From an optimization exercise on the open Yosys and OpenROAD flow, aimed at small area, a short achievable clock period and few clock cycles per item; shortcuts taken in it are not production practice.
Only simulation tests tie the RTL to the original design; equivalence was not proved.
Power figures rest on the tool's default switching activity, not on a simulated workload.

File: flow/design.v
module frame_extractor (
    input  wire        clk,
    input  wire        rst,
    input  wire        start,
    input  wire [23:0] cfg_raw_len,
    input  wire [31:0] cfg_start_off,
    input  wire [15:0] cfg_payload_len,
    input  wire [31:0] cfg_expected_len,
    output wire        busy,
    input  wire        in_valid,
    output wire        in_ready,
    input  wire [31:0] in_data,
    output reg         out_valid,
    output reg  [31:0] out_data,
    output reg  [2:0]  out_count,
    output wire        done,
    output wire        res_ok,
    output wire [23:0] res_len
);
    reg        busy_q;
    reg        busy_o;        
    reg        rdy_q;
    reg        done_q;
    reg        res_ok_q;
    reg [15:0] plen_q;
    reg        exp_hi_q;      
    reg        skip_inf_q;    
    reg [23:0] rem_q;         
    reg        rge4_q;        
    reg        rgt4_q;        
    reg [31:0] wbuf;          
    reg        wv_q;          
    reg [2:0]  wn_q;          
    reg        cs_q;
    reg        copy_q;
    reg [23:0] r_q;           
    reg [1:0]  o_q;
    reg [2:0]  rc_q;          
    reg [2:0]  ccs_q;         
    reg        rle4_q;        
    reg        ha_q, hb_q, hc_q;
    reg [8:0]  seq_q;         
    reg        srch_q, m2_q, m3_q;
    reg        rle8_q;        
    reg        plen_lt16;     
    reg [23:0] out_len;       
    reg [23:0] dexp_q;        
    assign busy     = busy_o;
    assign in_ready = rdy_q;
    assign done     = done_q;
    assign res_len  = out_len;
    assign res_ok   = res_ok_q;
    wire accept   = in_valid && rdy_q;
    wire rem_gt8  = (rem_q[23:4] != 20'd0) || (rem_q[3] && rem_q[2:0] != 3'd0);
    wire rem_ge8  = (rem_q[23:3] != 21'd0);
    wire more     = rgt4_q;                       
    wire big      = rge4_q;                       
    wire rem_nz   = rge4_q || (rem_q[1:0] != 2'd0);
    wire cfg_ge4  = (cfg_raw_len[23:2] != 22'd0);
    wire cfg_gt4  = (cfg_raw_len[23:3] != 21'd0) || (cfg_raw_len[2] && cfg_raw_len[1:0] != 2'd0);
    wire [7:0] b0 = wbuf[7:0];
    wire [7:0] b1 = wbuf[15:8];
    wire [7:0] b2 = wbuf[23:16];
    wire [7:0] b3 = wbuf[31:24];
    wire [7:0] sq = seq_q[7:0];
    wire [8:0] seq1 = seq_q + 9'd1;
    wire e02_0 = (b0 == 8'h02), e02_1 = (b1 == 8'h02);
    wire e02_2 = (b2 == 8'h02), e02_3 = (b3 == 8'h02);
    wire eq0 = (b0 == sq), eq1 = (b1 == sq), eq2 = (b2 == sq), eq3 = (b3 == sq);
    wire en0 = (b0 == ~sq), en1 = (b1 == ~sq), en2 = (b2 == ~sq), en3 = (b3 == ~sq);
    wire e1q2 = (b2 == seq1[7:0]);
    wire e1q3 = (b3 == seq1[7:0]);
    wire e1n3 = (b3 == ~seq1[7:0]);
    wire wn2 = (wn_q >= 3'd2), wn3 = (wn_q >= 3'd3), wn4 = wn_q[2];
    wire cs_all = cs_q && !rle4_q;                
    wire srch   = srch_q;
    wire [2:0] rc = rc_q;
    wire rle2   = !rc[2] && !(rc[1] && rc[0]);
    wire rle3   = !rc[2];
    wire hit0 = srch && ha_q && hb_q && en0;
    wire hit1 = srch && hc_q && eq0 && en1 && wn2;
    wire hit2 = m2_q && e02_0 && eq1 && en2 && wn3;
    wire hit3 = m3_q && e02_1 && eq2 && en3 && wn4;
    reg  plen0, plen_hz;                            
    wire f0 = hit0;
    wire f1 = hit1;
    wire f2 = hit2 && !hit0;
    wire f3 = hit3 && !hit0 && !hit1;
    wire found = hit0 || hit1 || hit2 || hit3;
    wire [2:0] pl = plen_q[2:0];
    wire t2 = f0 && plen0 && wn4 && !seq1[8] && e02_1 && e1q2 && e1n3;
    wire [2:0] cnt_cs = ccs_q;
    reg  [2:0] c0, c1, c2;
    wire [2:0] wn_in = big ? 3'd4 : {1'b0, rem_q[1:0]};
    wire [2:0] av0 = wn_in - 3'd1;
    wire [2:0] av1 = (wn_in >= 3'd2) ? wn_in - 3'd2 : 3'd0;
    wire [2:0] av2 = (wn_in >= 3'd3) ? wn_in - 3'd3 : 3'd0;
    wire       plen_lt8 = (plen_q[15:3] == 13'd0);
    wire sel_cs = !(f0 || f1 || f2);
    wire [2:0] cnt = sel_cs ? cnt_cs : (({3{f0}} & c0) | ({3{f1}} & c1) | ({3{f2}} & c2));
    wire [31:0] odata;
    assign odata[7:0]   = f0 ? b1 : f1 ? b2 : f2 ? b3 : b0;
    assign odata[15:8]  = f0 ? b2 : (f1 || f2) ? b3 : b1;
    assign odata[23:16] = (f0 || f1 || f2) ? b3 : b2;
    assign odata[31:24] = b3;
    wire [1:0]  onew = f0 ? 2'd3 : f1 ? 2'd2 : f2 ? 2'd1 : 2'd0;
    wire pgt0 = !plen_hz || pl > 3'd3;
    wire pgt1 = !plen_hz || pl > 3'd2;
    wire pgt2 = !plen_hz || pl > 3'd1;
    wire pgt3 = !plen0;
    wire cont = (f0 && pgt0) || (f1 && pgt1) || (f2 && pgt2) || (f3 && pgt3);
    wire ple0 = plen_hz;
    wire ple1 = plen_hz && pl != 3'd7;
    wire ple2 = plen_hz && !(pl[2] && pl[1]);
    wire ple3 = plen_hz && (!pl[2] || pl[1:0] == 2'd0);
    wire rle4_new = (f0 && ple0) || (f1 && ple1) || (f2 && ple2) || (f3 && ple3);
    wire [23:0] r_m4 = {r_q[23:2] - 22'd1, r_q[1:0]};
    wire r_le8 = (r_q[23:4] == 20'd0) && (r_q[3:0] <= {2'b10, o_q});
    wire r_le4 = (r_q[23:3] == 21'd0) && (r_q[2:0] <= {1'b1, o_q});
    wire p1 = (pl == 3'd1) && plen_hz;
    wire p2 = (pl == 3'd2) && plen_hz;
    wire qle2 = found ? (plen0 ? ((f0 && !t2) || f1) : (f0 && p1))
                      : (!cs_q || rle2);
    wire qle3 = found ? (plen0 ? ((f0 && !t2) || f1 || f2) : (f0 && (p1 || p2)) || (f1 && p1))
                      : (!cs_q || rle3);
    wire [3:0]  olc = {1'b0, out_len[2:0]} + {1'b0, cnt_cs};
    wire [3:0]  ol0 = {1'b0, out_len[2:0]} + {1'b0, c0};
    wire [3:0]  ol1 = {1'b0, out_len[2:0]} + {1'b0, c1};
    wire [3:0]  ol2 = {1'b0, out_len[2:0]} + {1'b0, c2};
    wire [3:0]  ol_lo = sel_cs ? olc : (({4{f0}} & ol0) | ({4{f1}} & ol1) | ({4{f2}} & ol2));
    wire [20:0] ol_hi1 = out_len[23:3] + 21'd1;
    wire [23:0] ol_n   = {ol_lo[3] ? ol_hi1 : out_len[23:3], ol_lo[2:0]};
    wire [3:0]  dxc = {1'b0, dexp_q[2:0]} - {1'b0, cnt_cs};
    wire [3:0]  dx0 = {1'b0, dexp_q[2:0]} - {1'b0, c0};
    wire [3:0]  dx1 = {1'b0, dexp_q[2:0]} - {1'b0, c1};
    wire [3:0]  dx2 = {1'b0, dexp_q[2:0]} - {1'b0, c2};
    wire [3:0]  dx_lo = sel_cs ? dxc : (({4{f0}} & dx0) | ({4{f1}} & dx1) | ({4{f2}} & dx2));
    wire [20:0] dx_hi1 = dexp_q[23:3] - 21'd1;
    wire [23:0] dx_n   = {dx_lo[3] ? dx_hi1 : dexp_q[23:3], dx_lo[2:0]};
    wire dx_hz = (dexp_q[23:3] == 21'd0);
    wire okc = (dexp_q[2:0] == cnt_cs);
    wire ok0 = (dexp_q[2:0] == c0);
    wire ok1 = (dexp_q[2:0] == c1);
    wire ok2 = (dexp_q[2:0] == c2);
    wire ok_lo = sel_cs ? okc : ((f0 && ok0) || (f1 && ok1) || (f2 && ok2));
    function [2:0] min3(input [2:0] a, input [2:0] b);
        min3 = (a < b) ? a : b;
    endfunction
    wire       rle4_now = r_le4 && !skip_inf_q;
    wire [2:0] rc_m4 = {~rc_q[2], rc_q[1:0]};
    wire [2:0] x_hold = (cs_q && copy_q) ? (rle4_q ? min3(rc_q, wn_in) : wn_in) : 3'd0;
    wire       rle4_all = rle8_q;
    wire       r_le12 = (r_q[23:4] == 20'd0) && (r_q[3:0] <= {2'b11, o_q});
    wire [3:0] p4 = plen_q[3:0];
    wire       rle8_new = plen_lt16 && ((f0 && p4 <= 4'd11) || (f1 && p4 <= 4'd10) ||
                                        (f2 && p4 <= 4'd9) || (f3 && p4 <= 4'd8));
    wire [2:0] x_all  = copy_q ? (rle4_all ? min3(rc_m4, wn_in) : wn_in) : 3'd0;
    wire [2:0] rcn0 = pl - 3'd3, rcn1 = pl - 3'd2, rcn2 = pl - 3'd1, rcn3 = pl;
    wire [2:0] y0 = ple0 ? min3(rcn0, wn_in) : wn_in;
    wire [2:0] y1 = ple1 ? min3(rcn1, wn_in) : wn_in;
    wire [2:0] y2 = ple2 ? min3(rcn2, wn_in) : wn_in;
    wire [2:0] y3 = ple3 ? min3(rcn3, wn_in) : wn_in;
    wire [2:0] x_new = (f0 && pgt0) ? y0 : (f1 && pgt1) ? y1 : (f2 && pgt2) ? y2 :
                       (f3 && pgt3) ? y3 : 3'd0;
    wire [2:0] rc_new = f0 ? rcn0 : f1 ? rcn1 : f2 ? rcn2 : rcn3;
    wire [8:0] seq2 = {seq_q[8:1] + 8'd1, seq_q[0]};
    wire       cs_new = found && cont;
    wire       sq8_new = found ? (t2 ? seq2[8] : seq1[8]) : seq_q[8];
    wire       srch_h = !(cs_q && !rle4_now) && !seq_q[8];
    wire       srch_a = rle4_all && !seq_q[8];
    wire       srch_n = !(cs_new && !rle4_new) && !sq8_new;
    always @(posedge clk) begin
        wbuf      <= in_data;
        wn_q      <= wn_in;
        c0        <= (plen_lt8 && pl < av0) ? pl : av0;
        c1        <= (plen_lt8 && pl < av1) ? pl : av1;
        c2        <= (plen_lt8 && pl < av2) ? pl : av2;
        out_data  <= odata;
        out_count <= cnt;
        if (rst) begin
            busy_q    <= 1'b0;
            busy_o    <= 1'b0;
            rdy_q     <= 1'b0;
            done_q    <= 1'b0;
            wv_q      <= 1'b0;
            out_valid <= 1'b0;
        end else begin
            busy_q    <= busy_q ? rdy_q : start;
            busy_o    <= busy_q ? rdy_q : start;
            done_q    <= busy_q && !rdy_q;
            wv_q      <= accept;
            out_valid <= wv_q && (cnt != 3'd0);
            if (!busy_q)
                rdy_q <= start;
            else if (accept)
                rdy_q <= more;
            else if (!rem_nz)
                rdy_q <= 1'b0;
        end
        plen0   <= (plen_q == 16'd0);
        plen_lt16 <= (plen_q[15:4] == 12'd0);
        plen_hz <= (plen_q[15:3] == 13'd0);
        if (!busy_q) begin
            plen_q     <= cfg_payload_len;
            dexp_q     <= cfg_expected_len[23:0];
            exp_hi_q   <= (cfg_expected_len[31:24] != 8'd0);
            rem_q      <= cfg_raw_len;
            rge4_q     <= cfg_ge4;
            rgt4_q     <= cfg_gt4;
            rle8_q     <= 1'b0;
            cs_q       <= 1'b1;
            copy_q     <= 1'b0;
            r_q        <= cfg_start_off[23:0];
            o_q        <= 2'd0;
            rc_q       <= cfg_start_off[2:0];
            ccs_q      <= 3'd0;
            skip_inf_q <= (cfg_start_off[31:24] != 8'd0);
            rle4_q     <= 1'b0;
            ha_q       <= 1'b0;
            hb_q       <= 1'b0;
            hc_q       <= 1'b0;
            seq_q      <= 9'd1;
            srch_q     <= 1'b0;
            m2_q       <= 1'b0;
            m3_q       <= 1'b0;
            out_len    <= 24'd0;
        end else begin
            if (accept) begin
                rem_q  <= rem_q - 24'd4;
                rge4_q <= rem_ge8;
                rgt4_q <= rem_gt8;
            end
            if (!wv_q) begin
                rle4_q   <= rle4_now;
                srch_q   <= srch_h;
                m2_q     <= srch_h && (!cs_q || rc_q == 3'd0);
                m3_q     <= srch_h && (!cs_q || rc_q[2:1] == 2'd0);
                rle8_q   <= r_le8 && !skip_inf_q;
                ccs_q    <= x_hold;
                res_ok_q <= !exp_hi_q && dx_hz && (dexp_q[2:0] == 3'd0);
            end else begin
                res_ok_q <= !exp_hi_q && dx_hz && ok_lo;
                out_len  <= ol_n;
                dexp_q   <= dx_n;
                if (cs_all) begin
                    r_q    <= r_m4;
                    rc_q   <= rc_m4;
                    ccs_q  <= x_all;
                    rle4_q <= rle4_all;
                    srch_q <= srch_a;
                    m2_q   <= srch_a && (rc_m4 == 3'd0);
                    m3_q   <= srch_a && (rc_m4[2:1] == 2'd0);
                    rle8_q <= r_le12 && !skip_inf_q;
                    ha_q   <= 1'b0;
                    hb_q   <= 1'b0;
                    hc_q   <= 1'b0;
                end else begin
                    cs_q   <= found && cont;
                    copy_q <= 1'b1;
                    r_q    <= {8'd0, plen_q};
                    o_q    <= onew;
                    rc_q   <= rc_new;
                    ccs_q  <= x_new;
                    rle4_q <= rle4_new;
                    srch_q <= srch_n;
                    m2_q   <= srch_n && (!cs_new || rc_new == 3'd0);
                    m3_q   <= srch_n && (!cs_new || rc_new[2:1] == 2'd0);
                    rle8_q <= rle8_new;
                    ha_q   <= qle2 && e02_2;
                    hb_q   <= found ? e1q3 : eq3;
                    hc_q   <= qle3 && e02_3;
                    if (found)
                        seq_q <= t2 ? seq2 : seq1;
                end
            end
        end
    end
endmodule
File: flow/flow/run.sh
#!/bin/bash
# Standard ORFS flow (the standard.sh), with smaller port buffers, a
# leaner clock tree and timing repair aimed below the clock period. Each
# tool's full log stays under orfs/logs; make's own output goes to
# flow_make.log.
set -euo pipefail
bash standard.sh \
  "BUFFER_PORTS_ARGS=-buffer_cell sky130_fd_sc_hd__buf_1" \
  "CTS_ARGS=-sink_clustering_enable -repair_clock_nets -buf_list sky130_fd_sc_hd__clkbuf_8 -sink_clustering_size 16 -sink_clustering_max_diameter 70 -dont_use_dummy_load" \
  SETUP_SLACK_MARGIN=7.0 \
  finish > flow_make.log 2>&1
File: flow/standard.sh
#!/bin/bash
# synth_recipe.tcl (not shown) runs the flow's synth.tcl, then flattens the netlist and writes it again
# the make line also repeats each setting of config.mk as NAME=value (left out here)
make -C /OpenROAD-flow-scripts/flow DESIGN_CONFIG=/design/flow/config.mk WORK_HOME=/design/flow/orfs CLKGATE_MAP_FILE= SYNTH_SCRIPT=/design/flow/synth_recipe.tcl "${@:-finish}"
File: flow/config.mk
export PLATFORM = sky130hd
export DESIGN_NAME = frame_extractor
export DESIGN_NICKNAME = frame_extractor
export VERILOG_FILES = /design/flow/design.v
export SDC_FILE = /design/flow/constraint.sdc
export NUM_CORES = 4
export LEC_CHECK = 0
export CAP_MARGIN = 20
export CORE_MARGIN = 2
export CORE_UTILIZATION = 40
export PLACE_DENSITY = 0.6
export SLEW_MARGIN = 20
File: flow/constraint.sdc
create_clock -name core_clock -period 10.0 [get_ports {clk}]
set_input_delay 2.0000 -clock core_clock [delete_from_list [all_inputs] [get_ports {clk}]]
set_output_delay 2.0000 -clock core_clock [all_outputs]
set_load 0.01 [all_outputs]
==> flow_metrics.env, run 1 <==
export IMPL_clkPwrFrac=0.272
export IMPL_hold_viol=0
export IMPL_rr_worst_depth=9
export IMPL_clockBufferDepth=3
export IMPL_grt_util_all_layers=0.2212
export IMPL_antenna_found_initial=1
export IMPL_arrival_ns=1.10
export IMPL_combPwrFrac=0.133
export IMPL_seq_power_share=0.595
export IMPL_syn_area_mm2=0.01319
export IMPL_ys_flop_type="dfxtp_1"
export IMPL_routabilityCongestion=0.9541
export IMPL_max_slew_worst_pin_slew_ns=1.046
export IMPL_cts_made_buffers=21
export IMPL_overflow=0
export IMPL_synth_edff_count=96
export IMPL_rows=66
export IMPL_crit_family="flip-flops"
export IMPL_cts_tree="yes"
export IMPL_die_area_mm2=0.03444
export IMPL_die_h_um=185.6
export IMPL_swShare=0.2770
export IMPL_grt_max_degree=69
export IMPL_status="finished clean"
export IMPL_clock_sinks=231
export IMPL_end_kind="primary output"
export IMPL_layout_nets=1843
export IMPL_drv_cap=0
export IMPL_r2r_end="srch_q"
export IMPL_dp_hpwl_mm=27.49
export IMPL_r2r_slack_ns=7.08
export IMPL_detail_route_vias_per_cell=5.552
export IMPL_wl_per_cell_um=19.01
export IMPL_intPower_w=0.001341
export IMPL_seq_area_frac_synth=0.4234
export IMPL_startpoint="res_ok_q"
export IMPL_grt_pass1_vias=11040
export IMPL_cp_slowest_cell="edfxtp_1"
export IMPL_area_growth_pct=20.15
export IMPL_slowest_delay_ns=0.40
export IMPL_relSlewSlack=0.3007
export IMPL_fin_hold_ws_ns=0.4598
export IMPL_endpoint="res_ok"
export IMPL_cp_start_kind="flop"
export IMPL_final_setup_tns_ns=0
export IMPL_drt_iter0_drc=816
export IMPL_cellLeakagePower_nw=5.739
export IMPL_drive_gt1_frac=0.1800
export IMPL_fin_skew_ns=0.05937
export IMPL_postRouteAntennaNets=0
export IMPL_grt_first_pass_wirelength_mm=60.06
export IMPL_timing_fmax_mhz=322.6
export IMPL_layout_common_cells="139 x buf_1, 138 x nor2_1, 118 x a21oi_1"
export IMPL_vdd_drop_max_mv=0.1017
export IMPL_die_x_um=185.6
export IMPL_clkTransAtPathRegs_ns=0.11
export IMPL_syn_nets=1621
export IMPL_drc=0
export IMPL_vias=11490
export IMPL_rsz0062_at_grt="true"
export IMPL_r2r_start="wbuf[26]"
export IMPL_required_ns=8.00
export IMPL_synth_cell_type_count=83
export IMPL_timing_worst_setup_path_type="reg2out"
export IMPL_synth_area_per_cell_um2=9.368
export IMPL_slew_violations=0
export IMPL_insertedDiodeCount=0
export IMPL_core_mm2=0.03254
export IMPL_synth_warnings=1
export IMPL_setup_viol=0
export IMPL_routed_wirelength_mm=39.34
export IMPL_initial_core_util=0.4054
export IMPL_port_buffers=203
export IMPL_clk_latency_ns=0.56
export IMPL_htreeDepth=1
export IMPL_cp_max_fo=1
export IMPL_cp_num_cells=1
export IMPL_cts_hold_buf=0
export IMPL_hold_path_class="reg2reg"
export IMPL_powerDensity_mw_per_mm2=117.0
export IMPL_ys_seq_elements=231
export IMPL_ios=204
export IMPL_p_switching_w=0.0005138
export IMPL_clock_root_buffer="clkbuf_8"
export IMPL_dr_pass1_iters=7
export IMPL_min_period_ns=3.100
export IMPL_syn_inst=1408
export IMPL_worstPathCellList="buf_6"
export IMPL_async_reset_ff_frac=0
export IMPL_mostFrequentLayoutCell="buf_1"
export IMPL_post_route_period_util=0.3100
export IMPL_critPathBufInv=1
==> stage by stage <==
step	instances	util	setup slack (ns)	instance area [µm²]	total power, W
after CTS	2042	0.4717	6.852	15350	0.001860
after global placement	1990	0.4383	6.136	14260	0.001345
after detailed placement	1990	0.4383	6.018	14260	0.001349
after floorplan	1408	-	6.966	13190	0.001262
final	2070	0.4871	6.900	15850	0.001855
after global routing	2070	0.4871	6.832	15850	0.001939
==> worst min path at each step <==
stage                        end  cells past startpoint      from  slack [ns]
floorplan           out_data[25]                      0  wbuf[25]        0.33
global placement            hc_q                      2      hc_q        0.43
detailed placement          ha_q                      2      ha_q        0.45
CTS                         ha_q                      2      ha_q        0.46
global route        out_data[27]                      0  wbuf[27]        0.48
finish                      ha_q                      2      ha_q        0.46
==> cell families (layout without fill, tap and decap cells) <==
kind of cell,after synthesis,count (layout),share of synthesized area
AND/OR/NAND/NOR,480,482,0.1914
AO/OA/AOI/OAI,342,343,0.1623
flip-flops,231,231,0.4234
buffers and inverters,125,342,0.03880
XOR/XNOR,108,108,0.07171
adder cells (fa/ha/maj),73,73,0.07380
multiplexers,48,48,0.03823
other,1,1,0.0002843
==> power groups by stage <==
stage / clock, W / sequential, W / combinational (W)
2_1_floorplan: 0 / 0.00111 / 0.000150
3_3_place_gp: 0 / 0.00113 / 0.000211
3_5_place_dp: 0 / 0.00113 / 0.000215
4_1_cts: 0.000522 / 0.00110 / 0.000235
5_1_grt: 0.000550 / 0.00111 / 0.000276
6_report: 0.000504 / 0.00110 / 0.000247
==> tightest hold or removal path: cells and delay by family (launching register included) <==
kind / cells / cell delay (ns)
flip-flops: 1 / 0.33
AND/OR/NAND/NOR: 1 / 0.05
AO/OA/AOI/OAI: 1 / 0.05
==> synth_stat cells (11+ instances only) <==
cell / count / area (µm²)
a21oi_1: 119 / 595.6
nand2_1: 80 / 300.3
xor2_1: 49 / 429.2
clkbuf_1: 45 / 168.9
inv_1: 52 / 195.2
o21a_1: 11 / 82.58
nand4_1: 16 / 100.1
nor2b_1: 15 / 93.84
ha_1: 65 / 813.3
o31ai_1: 20 / 150.1
o22ai_1: 12 / 75.07
mux2i_1: 29 / 290.3
nor4_1: 36 / 225.2
a21o_1: 11 / 82.58
or4_1: 17 / 127.6
dfxtp_1: 135 / 2703
xnor2_1: 59 / 516.8
nor3_1: 32 / 160.2
mux2_2: 19 / 214.0
buf_2: 15 / 75.07
edfxtp_1: 96 / 2883
nand2b_1: 22 / 137.6
or3_1: 18 / 112.6
o21ai_0: 73 / 365.4
nand3_1: 37 / 185.2
nor2_1: 142 / 533.0
a211oi_1: 15 / 112.6
==> flip-flops by register name, indices dropped and copies added (netlist names), 9 cells and up <==
register and count:
out_len 24, r_q 24, seq_q 9, out_data 32
dexp_q 24, plen_q 16, wbuf 32, rem_q 24
==> final cells by class <==
type | count | area (µm²)
fillers | 3106 | 16690
multi-input cells | 1055 | 7435
flip-flops and latches | 231 | 5710
repair buffers | 266 | 1643
well taps | 442 | 553.0
clock buffers | 21 | 289.0
inverters | 55 | 217.7
==> per-layer routing <==
metal / vias up / global-route usage / part of all wire
li1: 5576 / - / -
met1: 5453 / 0.3092 / 0.44
met2: 397 / 0.3536 / 0.46
met3: 64 / 0.03776 / 0.071
met4: 2 / 0.05890 / 0.026
met5: - / 0 / 0.00028
==> what timing repair did <==
| item | in CTS | in global routing |
|---|---|---|
| resized for setup | 190 | 58 |
| endpoints found under the setup margin | 176 | 149 |
| gates cloned | 1 | 2 |
| buffers inserted | 30 | 26 |
| pin swaps | 3 | 11 |
Testbench counts, summed over its fixed seeds: cycles 21,210, bytes 81,204.
==> run 2, diff against run 1 <==
--- a/flow/flow/run.sh
+++ b/flow/flow/run.sh
@@ -9,3 +9,3 @@
   "CTS_ARGS=-sink_clustering_enable -repair_clock_nets -buf_list sky130_fd_sc_hd__clkbuf_8 -sink_clustering_size 16 -sink_clustering_max_diameter 70 -dont_use_dummy_load" \
-  SETUP_SLACK_MARGIN=7.0 \
+  SETUP_SLACK_MARGIN=6.9 \
   finish > flow_make.log 2>&1
==> flow_metrics.env, run 2 <==
export IMPL_clock_root_buffer="clkbuf_8"
export IMPL_fin_ws_ns=6.896
export IMPL_drc=0
export IMPL_hold_viol=0
export IMPL_grt_pass1_vias=10810
export IMPL_r2r_slack_ns=6.99
export IMPL_synth_cell_type_count=83
export IMPL_grt_util_all_layers=0.2172
export IMPL_syn_area_mm2=0.01319
export IMPL_layout_common_cells="175 x buf_1, 139 x nor2_1, 119 x a21oi_1"
export IMPL_synth_edff_count=96
export IMPL_clockBufferDepth=3
export IMPL_synth_commonest_cells="142 x nor2_1, 135 x dfxtp_1, 119 x a21oi_1, 96 x edfxtp_1, 80 x nand2_1"
export IMPL_post_route_period_util=0.3104
export IMPL_synth_area_leader_cell="edfxtp_1"
export IMPL_area_growth_pct=16.29
export IMPL_port_buffers=203
export IMPL_synth_most_common_cell="nor2_1"
export IMPL_seq_area_frac_synth=0.4234
export IMPL_htreeDepth=1
export IMPL_vias=11490
export IMPL_grt_first_pass_wirelength_mm=59.03
export IMPL_r2r_start="wbuf[3]"
export IMPL_ys_seq_elements=231
export IMPL_end_kind="primary output"
export IMPL_final_area_mm2=0.01534
export IMPL_cts_tree="yes"
export IMPL_routabilityCongestion=0.9591
export IMPL_ios=204
export IMPL_timing_fmax_mhz=322.1
export IMPL_dr_pass1_iters=6
export IMPL_seq_power_share=0.597
export IMPL_final_setup_tns_ns=0
export IMPL_multi_input_area_mm2=0.007318
export IMPL_die_x_um=185.6
export IMPL_dp_hpwl_mm=27.20
export IMPL_status="finished clean"
export IMPL_rsz0062_at_grt="true"
export IMPL_r2r_end="dexp_q[10]"
export IMPL_cp_slowest_cell="edfxtp_1"
export IMPL_setup_viol=0
export IMPL_synth_area_leaders="edfxtp_1 22%, dfxtp_1 20%, ha_1 6.2%, a21oi_1 4.5%, nor2_1 4.0%"
export IMPL_clkPwrFrac=0.275
export IMPL_clk_latency_ns=0.58
export IMPL_core_mm2=0.03254
export IMPL_swShare=0.2755
export IMPL_slowest_delay_ns=0.42
export IMPL_required_ns=8.00
export IMPL_cp_num_cells=1
export IMPL_intPower_w=0.001342
export IMPL_fin_hold_ws_ns=0.4627
export IMPL_critPathBufInv=1
export IMPL_clkTransAtPathRegs_ns=0.08
export IMPL_ys_flop_type="dfxtp_1"
export IMPL_hold_end="hc_q"
export IMPL_overflow=0
export IMPL_async_reset_ff_frac=0
export IMPL_stdcell_count=2054
export IMPL_synth_top_area_frac=0.2186
export IMPL_place_area_mm2=0.01426
export IMPL_p_switching_w=0.0005105
export IMPL_max_slew_worst_pin_slew_ns=1.032
export IMPL_syn_nets=1621
export IMPL_rr_worst_depth=9
export IMPL_worstPathCellList="clkbuf_2"
export IMPL_fillers=3209
export IMPL_relSlewSlack=0.3105
export IMPL_drv_cap=0
export IMPL_crit_family="flip-flops"
export IMPL_cp_max_fo=1
export IMPL_combPwrFrac=0.128
export IMPL_insertedDiodeCount=0
export IMPL_timing_worst_setup_path_type="reg2out"
export IMPL_clock_sinks=231
export IMPL_mostFrequentLayoutCell="buf_1"
export IMPL_drive_gt1_frac=0.1315
export IMPL_initial_core_util=0.4054
export IMPL_routed_wirelength_mm=38.41
export IMPL_vdd_drop_max_mv=0.07575
export IMPL_min_from="hc_q"
export IMPL_dp_cells=1990
export IMPL_wl_per_cell_um=18.70
export IMPL_die_area_mm2=0.03444
export IMPL_syn_inst=1408
export IMPL_cellLeakagePower_nw=5.483
export IMPL_hold_depth=2
export IMPL_layout_nets=1827
export IMPL_antenna_found_initial=0
export IMPL_postRouteAntennaNets=0
export IMPL_fin_skew_ns=0.07439
export IMPL_die_h_um=185.6
export IMPL_regArea_mm2=0.005677
export IMPL_rows=66
export IMPL_cp_start_kind="flop"
export IMPL_synth_warnings=1
export IMPL_drt_iter0_drc=868
export IMPL_powerDensity_mw_per_mm2=120.8
export IMPL_slew_violations=0
export IMPL_hold_path_class="reg2reg"
export IMPL_grt_max_degree=69
export IMPL_cts_made_buffers=22
export IMPL_detail_route_vias_per_cell=5.592
export IMPL_largestRegisters="out_data: 32 flops, wbuf: 32 flops"
export IMPL_arrival_ns=1.10
export IMPL_synth_area_per_cell_um2=9.368
export IMPL_min_period_ns=3.104
export IMPL_place_ws_ns=6.015
[run 2: kinds of logic (layout without fill, tap and decap cells)]
group	after synthesis	count (layout)	share of synthesized area
simple gates	480	480	0.1914
compound gates	342	343	0.1623
flops	231	231	0.4234
buf+inv	125	328	0.03880
xor+xnor	108	108	0.07171
fa+ha+maj	73	73	0.07380
mux	48	48	0.03823
other cells	1	1	0.0002843
[run 2: metrics by stage]
stage / utilization / total power, W
2_1_floorplan: - / 0.001262
3_3_place_gp: 0.4382 / 0.001346
3_5_place_dp: 0.4382 / 0.001350
4_1_cts: 0.4633 / 0.001865
5_1_grt: 0.4714 / 0.001937
6_report: 0.4714 / 0.001853
[run 2: worst max path at each step]
stage | start | to | slack (ns)
after floorplan | wbuf[1] | dexp_q[10] | 6.91
after global placement | seq_q[4] | out_len[4] | 6.15
after detailed placement | seq_q[4] | out_len[4] | 6.01
after CTS | res_ok_q | res_ok | 6.88
after global routing | res_ok_q | res_ok | 6.87
final | res_ok_q | res_ok | 6.90
[run 2: layout make-up]
type,instances,share of cell area
tap,442,0.03606
timing repair buffer,251,0.08271
clock buffer,22,0.01974
inverter,55,0.01428
multi-input combinational,1053,0.4771
sequential,231,0.3701
[run 2: metal layers]
layer / vias up / track usage / wire (µm)
met1: 5474 / 0.3120 / 17700
met3: 54 / 0.03111 / 2691
met2: 407 / 0.3431 / 17190
met5: - / 0 / 0
met4: 0 / 0.05512 / 832
li1: 5550 / - / -
[run 2: what timing repair did]
| item | in CTS | in global routing |
|---|---|---|
| endpoints found under the setup margin | 134 | 67 |
| setup buffers | 29 | 12 |
| pin swaps | 3 | 7 |
| hold buffers | 0 | 0 |
| gates cloned | 1 | 0 |
| resized for setup | 104 | 36 |
[run 2: power by group through the flow]
| stage | Clock, W | Sequential (W) | Combinational [W] |
|---|---|---|---|
| 2_1_floorplan | 0 | 0.00111 | 0.000150 |
| 3_3_place_gp | 0 | 0.00114 | 0.000210 |
| 3_5_place_dp | 0 | 0.00114 | 0.000213 |
| 4_1_cts | 0.000528 | 0.00111 | 0.000231 |
| 5_1_grt | 0.000557 | 0.00111 | 0.000266 |
| 6_report | 0.000510 | 0.00111 | 0.000237 |
==> run 3, diff against run 2 <==
--- a/flow/flow/run.sh
+++ b/flow/flow/run.sh
@@ -9,3 +9,3 @@
   "CTS_ARGS=-sink_clustering_enable -repair_clock_nets -buf_list sky130_fd_sc_hd__clkbuf_8 -sink_clustering_size 16 -sink_clustering_max_diameter 70 -dont_use_dummy_load" \
-  SETUP_SLACK_MARGIN=6.9 \
+  SETUP_SLACK_MARGIN=6.7 \
   finish > flow_make.log 2>&1
==> flow_metrics.env, run 3 <==
export IMPL_final_util=0.4559
export IMPL_dp_hpwl_mm=27.47
export IMPL_layout_nets=1797
export IMPL_powerDensity_mw_per_mm2=124.7
export IMPL_fin_skew_ns=0.04217
export IMPL_synth_cell_type_count=83
export IMPL_detail_route_vias_per_cell=5.596
export IMPL_fillers=3224
export IMPL_max_slew_worst_pin_slew_ns=1.034
export IMPL_clkTransAtPathRegs_ns=0.10
export IMPL_synth_area_per_cell_um2=9.368
export IMPL_initial_core_util=0.4054
export IMPL_syn_nets=1621
export IMPL_seq_area_frac_synth=0.4234
export IMPL_required_ns=8.00
export IMPL_drv_cap=0
export IMPL_end_kind="primary output"
export IMPL_die_x_um=185.6
export IMPL_async_reset_ff_frac=0
export IMPL_clock_root_buffer="clkbuf_8"
export IMPL_layout_common_cells="203 x buf_1, 140 x nor2_1, 122 x dfxtp_1"
export IMPL_drc=0
export IMPL_die_area_mm2=0.03444
export IMPL_p_total_w=0.001850
export IMPL_synth_warnings=1
export IMPL_vdd_drop_max_mv=0.07879
export IMPL_core_mm2=0.03254
export IMPL_slowest_delay_ns=0.48
export IMPL_status="finished clean"
export IMPL_clk_latency_ns=0.57
export IMPL_synth_top_area_frac=0.2186
export IMPL_r2r_start="wbuf[31]"
export IMPL_endpoint="res_len[1]"
export IMPL_arrival_ns=1.25
export IMPL_relSlewSlack=0.3088
export IMPL_clockBufferDepth=3
export IMPL_synth_most_common_cell="nor2_1"
export IMPL_grt_pass1_vias=11010
export IMPL_synth_area_leader_cell="edfxtp_1"
export IMPL_slew_violations=0
export IMPL_ios=204
export IMPL_hold_path_class="reg2reg"
export IMPL_timing_fmax_mhz=308.0
export IMPL_synth_area_leaders="edfxtp_1 22%, dfxtp_1 20%, ha_1 6.2%, a21oi_1 4.5%, nor2_1 4.0%"
export IMPL_cts_hold_buf=0
export IMPL_cts_made_buffers=22
export IMPL_timing_worst_setup_path_type="reg2out"
export IMPL_antenna_found_initial=0
export IMPL_htreeDepth=1
export IMPL_setup_viol=0
export IMPL_grt_max_degree=76
export IMPL_rows=66
export IMPL_rr_worst_depth=10
export IMPL_r2r_slack_ns=6.84
export IMPL_min_period_ns=3.247
export IMPL_grt_util_all_layers=0.2190
export IMPL_startpoint="out_len[1]"
export IMPL_routed_wirelength_mm=38.11
export IMPL_critPathBufInv=1
export IMPL_syn_area_mm2=0.01319
export IMPL_clock_sinks=231
export IMPL_dr_pass1_iters=5
export IMPL_syn_inst=1408
export IMPL_area_growth_pct=12.46
export IMPL_postRouteAntennaNets=0
export IMPL_cp_max_fo=6
export IMPL_final_setup_tns_ns=0
export IMPL_synth_edff_count=96
export IMPL_vias=11330
export IMPL_wl_per_cell_um=18.83
export IMPL_cp_num_cells=1
export IMPL_port_buffers=203
export IMPL_cellLeakagePower_nw=5.180
export IMPL_ys_flop_type="dfxtp_1"
export IMPL_cp_slowest_cell="dfxtp_1"
export IMPL_grt_first_pass_wirelength_mm=59.57
export IMPL_post_route_period_util=0.3247
export IMPL_synth_commonest_cells="142 x nor2_1, 135 x dfxtp_1, 119 x a21oi_1, 96 x edfxtp_1, 80 x nand2_1"
export IMPL_insertedDiodeCount=0
export IMPL_rsz0062_at_grt="true"
export IMPL_drive_gt1_frac=0.07459
export IMPL_routabilityCongestion=0.9710
export IMPL_drt_iter0_drc=915
export IMPL_overflow=0
export IMPL_worstPathCellList="buf_1"
export IMPL_ys_seq_elements=231
export IMPL_mostFrequentLayoutCell="buf_1"
export IMPL_cp_start_kind="flop"
export IMPL_r2r_end="m2_q"
export IMPL_die_h_um=185.6
export IMPL_largestRegisters="out_data: 32 flops, wbuf: 32 flops"
export IMPL_cts_tree="yes"
export IMPL_hold_viol=0
export IMPL_crit_family="flip-flops"
-- run 3: cell counts after synthesis --
No cell type changed its count.
-- run 3: repair_timing --
action	in CTS	in global routing
gates cloned	1	0
resized for setup	23	19
pin swaps	1	2
buffers inserted	4	5
endpoints found under the setup margin	64	57
-- run 3: worst min-delay path by stage --
stage / from / endpoint / slack, ns / cells past startpoint
2_1_floorplan: wbuf[25] / out_data[25] / 0.33 / 0
3_3_place_gp: hc_q / hc_q / 0.44 / 2
3_5_place_dp: ha_q / ha_q / 0.45 / 2
4_1_cts: ha_q / ha_q / 0.47 / 2
5_1_grt: hc_q / hc_q / 0.50 / 2
6_report: ha_q / ha_q / 0.47 / 2
-- run 3: where the power goes --
part	total, W	internal [W]	switching [W]	leakage, nW
sequential	0.00111	0.00105	0.0000635	2.09
combinational	0.000228	0.0000990	0.000129	2.93
clock	0.000511	0.000196	0.000315	0.158
total	0.00185	0.00134	0.000508	5.18
-- run 3: through the flow --
step | cell area [µm²] | worst slack (ns) | hold slack [ns] | instances
6_report | 14830 | 6.753 | 0.4718 | 2024
5_1_grt | 14830 | 6.638 | 0.5003 | 2024
4_1_cts | 14720 | 6.702 | 0.4673 | 2019
3_5_place_dp | 14270 | 5.975 | 0.4482 | 1992
3_3_place_gp | 14270 | 6.084 | 0.4379 | 1992
2_1_floorplan | 13190 | 6.819 | 0.3290 | 1408
-- run 3: routing by layer --
metal / track usage / wire length, µm / vias to the layer above
li1: - / - / 5494
met1: 0.3043 / 17200 / 5356
met2: 0.3454 / 16930 / 404
met3: 0.04148 / 2906 / 73
met4: 0.06614 / 1071 / 0
met5: 0 / 0 / -
-- run 3: area by class of cell --
| class | instances | area (µm²) | area share |
|---|---|---|---|
| inverter | 55 | 215.2 | 0.01451 |
| sequential | 231 | 5607 | 0.3780 |
| timing repair buffer | 221 | 917.1 | 0.06183 |
| multi-input combinational | 1053 | 7238 | 0.4880 |
| clock buffer | 22 | 302.8 | 0.02041 |
| tap | 442 | 553.0 | 0.03728 |
-- run 3: cell families after synthesis --
kind of cell | count (synthesis) | synth area share
and+or+nand+nor | 480 | 0.1914
AOI/OAI and AO/OA | 342 | 0.1623
DFF | 231 | 0.4234
buffers and inverters | 125 | 0.03880
xor gates and xnor gates | 108 | 0.07171
adders and majority gates | 73 | 0.07380
muxes | 48 | 0.03823
other | 1 | 0.0002843
==> run 4, diff against run 3 <==
--- a/flow/flow/run.sh
+++ b/flow/flow/run.sh
@@ -9,3 +9,3 @@
   "CTS_ARGS=-sink_clustering_enable -repair_clock_nets -buf_list sky130_fd_sc_hd__clkbuf_8 -sink_clustering_size 16 -sink_clustering_max_diameter 70 -dont_use_dummy_load" \
-  SETUP_SLACK_MARGIN=6.7 \
+  SETUP_SLACK_MARGIN=6.8 \
   finish > flow_make.log 2>&1
==> flow_metrics.env, run 4 <==
export IMPL_status="finished clean"
export IMPL_clock_sinks=231
export IMPL_detail_route_vias_per_cell=5.596
export IMPL_dp_hpwl_mm=27.47
export IMPL_crit_family="flip-flops"
export IMPL_cts_made_buffers=22
export IMPL_setup_viol=0
export IMPL_timing_fmax_mhz=317.6
export IMPL_synth_cell_type_count=83
export IMPL_seq_area_frac_synth=0.4234
export IMPL_cts_hold_buf=0
export IMPL_vdd_drop_max_mv=0.07851
export IMPL_ys_flop_type="dfxtp_1"
export IMPL_synth_area_leader_cell="edfxtp_1"
export IMPL_fin_skew_ns=0.04229
export IMPL_slowest_delay_ns=0.40
export IMPL_cp_start_kind="flop"
export IMPL_powerDensity_mw_per_mm2=123.8
export IMPL_post_route_period_util=0.3149
export IMPL_routabilityCongestion=0.9710
export IMPL_fin_hold_ws_ns=0.4679
export IMPL_cp_slowest_cell="dfxtp_2"
export IMPL_synth_warnings=1
export IMPL_max_slew_worst_pin_slew_ns=1.033
export IMPL_synth_most_common_cell="nor2_1"
export IMPL_end_kind="primary output"
export IMPL_wl_per_cell_um=18.85
export IMPL_clkTransAtPathRegs_ns=0.10
export IMPL_drv_cap=0
export IMPL_dr_pass1_iters=5
export IMPL_mostFrequentLayoutCell="buf_1"
export IMPL_die_h_um=185.6
export IMPL_routed_wirelength_mm=38.26
export IMPL_arrival_ns=1.15
export IMPL_timing_worst_setup_path_type="reg2out"
export IMPL_synth_commonest_cells="142 x nor2_1, 135 x dfxtp_1, 119 x a21oi_1, 96 x edfxtp_1, 80 x nand2_1"
export IMPL_area_growth_pct=13.27
export IMPL_drt_iter0_drc=1008
export IMPL_synth_area_leaders="edfxtp_1 22%, dfxtp_1 20%, ha_1 6.2%, a21oi_1 4.5%, nor2_1 4.0%"
export IMPL_postRouteAntennaNets=0
export IMPL_slew_violations=0
export IMPL_grt_pass1_vias=11000
export IMPL_synth_area_per_cell_um2=9.368
export IMPL_largestRegisters="out_data: 32 flops, wbuf: 32 flops"
export IMPL_grt_max_degree=76
export IMPL_syn_area_mm2=0.01319
export IMPL_clock_root_buffer="clkbuf_8"
export IMPL_rows=66
export IMPL_final_setup_tns_ns=0
export IMPL_clk_latency_ns=0.55
export IMPL_grt_util_all_layers=0.2196
export IMPL_synth_edff_count=96
export IMPL_port_buffers=203
export IMPL_cp_max_fo=6
export IMPL_worstPathCellList="buf_1"
export IMPL_hold_path_class="reg2reg"
export IMPL_min_period_ns=3.149
export IMPL_vias=11360
export IMPL_required_ns=8.00
export IMPL_layout_nets=1803
export IMPL_clockBufferDepth=3
export IMPL_core_mm2=0.03254
export IMPL_cellLeakagePower_nw=5.229
export IMPL_initial_core_util=0.4054
export IMPL_layout_common_cells="200 x buf_1, 140 x nor2_1, 119 x a21oi_1"
export IMPL_rsz0062_at_grt="true"
export IMPL_ys_seq_elements=231
export IMPL_drc=0
export IMPL_htreeDepth=1
export IMPL_insertedDiodeCount=0
export IMPL_ios=204
export IMPL_synth_top_area_frac=0.2186
export IMPL_die_x_um=185.6
export IMPL_overflow=0
export IMPL_async_reset_ff_frac=0
export IMPL_relSlewSlack=0.3095
export IMPL_syn_nets=1621
export IMPL_drive_gt1_frac=0.09383
export IMPL_critPathBufInv=1
export IMPL_die_area_mm2=0.03444
export IMPL_antenna_found_initial=0
export IMPL_syn_inst=1408
export IMPL_grt_first_pass_wirelength_mm=59.70
export IMPL_hold_viol=0
export IMPL_cts_tree="yes"
## run 4: changes by cell type in the layout (fill, tap and decap cells not counted), moves of 2 or more
cell / change
ha_2: +2
ha_1: -2
buf_2: +2
dfxtp_4: +6
buf_4: +6
dfxtp_2: +12
buf_1: -3
dfxtp_1: -18
## run 4: path summary, 6_finish.rpt
| kind | startpoint | to | slack [ns] | cells past startpoint |
|---|---|---|---|---|
| min reg2reg | ha_q | ha_q | 0.47 | 2 |
| max reg2reg | seq_q[7] | dexp_q[13] | 6.91 | 7 |
| max | out_len[0] | res_len[0] | 6.85 | 1 |
| min | ha_q | ha_q | 0.47 | 2 |
## run 4: cell families after synthesis
family	after synthesis	share of synthesized area
DFF	231	0.4234
and+or+nand+nor	480	0.1914
other	1	0.0002843
xor gates and xnor gates	108	0.07171
AOI/OAI and AO/OA	342	0.1623
muxes	48	0.03823
buffers and inverters	125	0.03880
adders and majority gates	73	0.07380
## run 4: what timing repair did
action | 4_1_cts | 5_1_grt
pin swaps | 2 | 3
cloned | 1 | 0
setup endpoints to repair | 79 | 60
gates resized for setup | 41 | 33
buffers inserted | 8 | 7
## run 4: area by class of cell
type | instances | area, µm²
Inverter | 55 | 215.2
Tap cell | 442 | 553.0
Timing Repair Buffer | 227 | 965.9
Multi-Input combinational cell | 1053 | 7259
Clock buffer | 22 | 302.8
Sequential cell | 231 | 5644
Fill cell | 3220 | 17600
## run 4: per-stage QoR
stage / util / power (W) / area [µm²] / worst slack (ns) / std cells
after floorplan: - / 0.001262 / 13190 / 6.819 / 1408
after global placement: 0.4386 / 0.001346 / 14270 / 6.084 / 1992
after detailed placement: 0.4386 / 0.001349 / 14270 / 5.975 / 1992
after CTS: 0.4541 / 0.001866 / 14780 / 6.782 / 2023
after global routing: 0.4592 / 0.001941 / 14940 / 6.802 / 2030
final: 0.4592 / 0.001850 / 14940 / 6.851 / 2030
## run 4: report_power, final
| part | total (W) | internal [W] | switching (W) |
|---|---|---|---|
| logic | 0.000231 | 0.0000997 | 0.000132 |
| clock network | 0.000511 | 0.000196 | 0.000315 |
| registers | 0.00111 | 0.00105 | 0.0000615 |
## run 4: per-layer routing
layer,routed length [µm],up-vias,global-route usage
met5,0,-,0
met4,1135,0,0.06299
met3,3055,73,0.04089
met2,16940,427,0.3473
met1,17130,5360,0.3063
li1,-,5499,-

-- static timing again, ports no longer ideal --
No port has a modelled driver above. Below, the same layouts with a new extraction and two added sets of constraints.
Step 1, drivers: a clkbuf_16 drives clk and a buf_2 each remaining input, both assumed.
Step 2 moves the port delays by t, midway between the first and last clock arrival at a register: inputs arrive t later, outputs are due t later. That takes back most of the time a late clock gives input paths.
Three values: ideal, step 1, step 2; two values: the first two.
run | shift t [ns] | slack for setup (ns) | clock arrival spread, ns | cell pins on the clock port's net
run 1 | 0.582 | 6.900 / 6.850 / 6.544 | 0.060 / 0.060 | 1
run 2 | 0.598 | 6.896 / 6.845 / 6.587 | 0.075 / 0.074 | 1
run 3 | 0.589 | 6.753 / 6.704 / 6.554 | 0.071 / 0.071 | 1
run 4 | 0.591 | 6.851 / 6.802 / 6.550 | 0.073 / 0.073 | 1
After both steps every run listed still meets setup and hold. The setup slack of run 1, which loses most, moves by -0.050 ns with the drivers and by -0.356 ns with both steps.
